What follows belongs to an exercise in optimizing a design on an open flow for small area, a short achievable clock period and few clock cycles per item; a production flow would make more cautious choices. No run shown here included a check of the RTL's function; only the layout flow was run.

## flow/design.v (module list and top-level ports; edited modules follow where they fit)
// module decconv_dec: 954 lines
module decconv_dec (
  input  wire         clk,
  input  wire         rst_n,
  input  wire         start,
  input  wire         w128,
  input  wire [5:0]   prec,
  input  wire [5:0]   scale,
  input  wire [5:0]   tlen,
  input  wire [383:0] tbuf,
  output wire         busy,
  output reg          done,
  output reg  [3:0]   err,
  output reg  [5:0]   pos,
  output reg  [5:0]   ord,
  output reg  [5:0]   lim,
  output reg  [127:0] r
);
  // ...
==> flow/run.sh <==
#!/bin/bash
# synth_recipe.tcl (not shown) runs the flow's synth.tcl, then flattens the netlist and writes it again
# the make line also repeats each setting of config.mk as NAME=value (left out here)
make -C /OpenROAD-flow-scripts/flow DESIGN_CONFIG=/design/flow/config.mk WORK_HOME=/design/flow/orfs CLKGATE_MAP_FILE= SYNTH_SCRIPT=/design/flow/synth_recipe.tcl finish
==> flow/config.mk <==
export PLATFORM = sky130hd
export DESIGN_NAME = decconv_dec
export DESIGN_NICKNAME = decconv_dec
export VERILOG_FILES = /design/flow/design.v
export SDC_FILE = /design/flow/constraint.sdc
export NUM_CORES = 4
export LEC_CHECK = 0
export CAP_MARGIN = 20
export CORE_MARGIN = 2
export CORE_UTILIZATION = 40
export SLEW_MARGIN = 20
==> flow/constraint.sdc <==
create_clock -name core_clock -period 10.0 [get_ports {clk}]
set_input_delay 2.0000 -clock core_clock [delete_from_list [all_inputs] [get_ports {clk}]]
set_output_delay 2.0000 -clock core_clock [all_outputs]
set_load 0.01 [all_outputs]
==> notes.md, run 1 <==
post_cts resized 0; Top Family by Delay on Critical Path simple AND/OR/NAND/NOR gates; Final Util 48.2%; multi-input logic area 29,800 sq um; Initial Utilization 40.4%; placer's final routability congestion estimate 1.01; CP Capture Type flip-flop; final setup TNS 0 ps; WL met2 78,700 microns; DIE HEIGHT 335 microns; Sequential Area 10,300 sq um; Top cell by count, worst path ha_1; grt met3 use 4.58%; WL final 167,000 microns; via count 41,400; Crit Path Class input pin to flip-flop; buffers and inverters on the worst path 1; CP Launch Type input pin; GR peak layer met2; mux contribution to synthesized area 1.00%; tap cells 1,414; Clock buffer cells 76; routed length on met3 10,600 microns; CP max stage cell nor2_1; status no timing/DRC/antenna violations; CTS tree yes; Post-synth EDFFs 168; largest family of logic cells by synthesized area adder cells; Hold Buf Count CTS 0; Layout area overhead 19.6%; most frequent cells in the layout 790 x inv_1, 557 x clkdlybuf4s50_1, 542 x o21ai_0, 522 x nand2_1, 420 x ha_1; I/O Pins 558; Largest Register cbuf; placed cells 7,232; total track usage 29.2%; WHS Endpoint pos[2]$_SDFFE_PP0P_
==> inputs of run 2 (changes only) <==
--- a/flow/config.mk
+++ b/flow/config.mk
@@ -5,7 +5,9 @@
 export SDC_FILE = /design/flow/constraint.sdc
 export NUM_CORES = 4
 export LEC_CHECK = 0
+export ABC_CLOCK_PERIOD_IN_PS = 5000
 export CAP_MARGIN = 20
 export CORE_MARGIN = 2
 export CORE_UTILIZATION = 40
+export SETUP_SLACK_MARGIN = 4.5
 export SLEW_MARGIN = 20
==> run 2 against run 1 <==
Synthesized area unchanged; clock skew rose by 9.5 ps; worst setup slack better by 1900 ps; sequential share of layout area fell by 1.4 points; synthesized cell count stayed put; critical endpoint is now lb$_DFFE_PP_; largest cell class unchanged.
==> notes.md, run 2 <==
status no timing/DRC/antenna violations; Die X 335 microns; most numerous cell in the Yosys netlist inv_1; Crit path required time 10,350 ps; placed cell area 50,900 sq um; most common cell after layout, fill and taps aside inv_1; setup slack, reg-to-reg 4330 ps; worst-skew pair later-pin latency 650 ps; buffers and inverters on the worst path 3 (+2); final hold vios 0; post-synthesis cell type count 103; Avg WL per Cell 23.1 microns; Mapped Nets 6,524; CP arrival 6610 ps; clk_skew 39.0 ps; crit path from tbuf[24]; Port Buf Inserts 557; drt drc 0; Worst setup endpoint lb$_DFFE_PP_; nets 7,170; cell taking the most area after synthesis fa_1; final worst path period need 6260 ps; ys flop type dfxtp_1; biggest regs cbuf x192, r x128, chk x14; DIE HEIGHT 335 microns (unchanged); Syn Area/Cell 8.11 sq um; synth cell count leaders 791 x inv_1, 542 x o21ai_0, 524 x nand2_1; top cells by area, synth fa_1 13%, dfxtp_1 12%, ha_1 12%; Final Util 51.9% (+3.7 points); number of global-route vias before repair 42,600; Initial DRT Pass Iterations 9; HP Class flip-flop to flip-flop; initial antenna violation count 14; Core Box Area 109,000 sq um; Post-Synthesis Cells 5,419; Netlist Area Pre-Place 43,900 sq um; ys async rst share 0%; Final Slew Violations 0; #FFs+latches synth 431; final cell count without fillers 7,529; Vias/cell 5.69; CP Cell Sequence dlygate4sd2_1, nor4bb_4, nand4_1, o21ai_2, nor4_4, and4b_2, nand3_4, buf_4, or2_4, nor2_1, o211ai_1, nand4_1, or4_4, ha_4, fa_2, ha_4, ha_4, inv_4, ha_4, a21oi_2, nor2_1, a21oi_1, nor3_1; CTS buffer count 53; Worst-Margin Slew 1160 ps; Fmax 160 MHz; WL final 174,000 microns (+3.9%); unrepaired setup endpoints after global routing yes; via count 42,800 (+3.4%); Final period util 62.6%; reg-to-reg startpoint pada[1]$_SDFFCE_PP0P_; largest net degree at the start of global routing 93; Post-synth EDFFs 168 (unchanged); Fin Hold WS 468 ps; largest fanout on the critical path 5; Initial Utilization 40.4% (unchanged); cells on worst reg2reg path 28; RR Endpoint chk[13]$_DFF_P_; post-DP HPWL 140,000 microns; total track usage 30.2% (+0.97 points); CTS tree yes; Starting DRT DRC Count 3,485; placer's final routability congestion estimate 1.01 (-0.57%); Top Family by Delay on Critical Path simple AND/OR/NAND/NOR gates; Crit path depth 23; CP Launch Type input pin; share of cells above drive strength 1 11.8%; most frequent cells in the layout 775 x inv_1, 528 x clkdlybuf4s50_1, 512 x nand2_1, 495 x o21ai_0, 404 x nor2_1; ANT nets after route 0; CP max stage cell nor4bb_4; sequential-to-total area share from yosys stat 23.5%; gr ovfl total 0; H-tree lvl count 2; yosys warns 1; Finished Cell Area 56,500 sq um; CP Capture Type flip-flop; slowest stage delay, CP 640 ps; max FFs per register 192; Die ar. 112,000 sq um; row count 121; Layout area overhead 28.6%; first-pass GRT wire length 260,000 microns; Sink Count 431; root buffer cell clkbuf_16; Crit Path Class input pin to flip-flop; final setup TNS 0 ps (unchanged); Place WS 1610 ps; max_cap viols 0; placed cells 7,229 (-0.041%); clock buffer depth 3; Hold Buf Count CTS 0 (unchanged); I/O Pins 558 (unchanged); top cell type's share of synthesized area 12.7%; Worst-path clk slew 60 ps; Top cell by count, worst path ha_4; Largest Register cbuf; Slew HR 22.2%; final setup fails 0; setup slack after layout 3740 ps
==> run 2: cell counts after synthesis <==
Identical to the previous run, type by type.
==> run 2: per-layer routing <==
layer  global-route usage (%)  part of all wire, %
met5                        0                0.014
met4                     13.5                  5.2
met3                     4.30                  6.2
met2                     51.0                   47
met1                     38.2                   41
==> run 2: cell type report <==
type                       count  area, sq um
inverter                     792         2990
sequential                   431        10300
multi-input combinational   3989        32100
clock buffer                  76         1510
clock inverter                23          188
tap                         1414         1770
fill                       10300        52400
timing repair buffer         798         7600
antenna                        6         15.0
==> run 2: worst register-to-register path: cells and delay by family, from the launching register on <==
family          cells  cell delay [ps]
xor+xnor            1              130
fa+ha+maj           7             2480
flops               1              430
buf+inv             7              790
compound gates      7             1020
mux                 1              330
simple gates        5              440
==> run 2: cell families after synthesis <==
group	count (synthesis)	share of synthesized area, %
buf+inv	999	8.76
simple gates	1703	19.2
fa+ha+maj	699	24.7
flops	431	23.5
mux	38	1.00
xor+xnor	223	4.46
compound gates	1326	18.4
==> run 2: worst min path at each step <==
stage | from | to | slack [ps] | depth (start not counted)
after floorplan | k10$_SDFF_PP0_ | k10$_SDFF_PP0_ | 440 | 2
after global placement | pos[4]$_SDFFE_PP0P_ | pos[4]$_SDFFE_PP0P_ | 460 | 2
after detailed placement | pos[4]$_SDFFE_PP0P_ | pos[4]$_SDFFE_PP0P_ | 460 | 2
after CTS | lim[5]$_SDFFE_PP0P_ | lim[5]$_SDFFE_PP0P_ | 470 | 2
after global routing | pos[2]$_SDFFE_PP0P_ | pos[2]$_SDFFE_PP0P_ | 480 | 2
final | pos[4]$_SDFFE_PP0P_ | pos[4]$_SDFFE_PP0P_ | 470 | 2
==> run 2: repair_timing <==
| action | 4_1_cts | 5_1_grt |
|---|---|---|
| setup endpoints to repair | 175 | 79 |
| gates cloned | 5 | 0 |
| buffers inserted | 121 | 69 |
| gates resized for setup | 331 | 183 |
| pin swaps | 119 | 124 |

[port drivers added, routing unchanged]
No port has a modelled driver above. Below, the same layouts with a new extraction and two added sets of constraints.
Step 1: set_driving_cell puts a clkbuf_16 on clk and a buf_2 on each other input, an assumption about the parent block.
Step 2 times the ports against the registers' clock, not the clock port: input delays grow and output delays shrink by t, the midpoint of the rising clock arrivals with the driver on.
a / b / c = ideal ports / drivers / drivers and shift; a / b = the first two.
| run | shift t [ns] | setup slack, ns | clock arrival spread, ns | pins driven straight from the clock port |
|---|---|---|---|---|
| run 1 | 0.688 | 1.861 / 1.878 / 1.191 | 0.033 / 0.033 | 1 |
| run 2 | 0.710 | 3.739 / 3.713 / 3.003 | 0.040 / 0.039 | 1 |
After both steps every run listed still meets setup and hold. The setup slack of run 2, which loses most, moves by -0.026 ns with the drivers and by -0.736 ns with both steps.
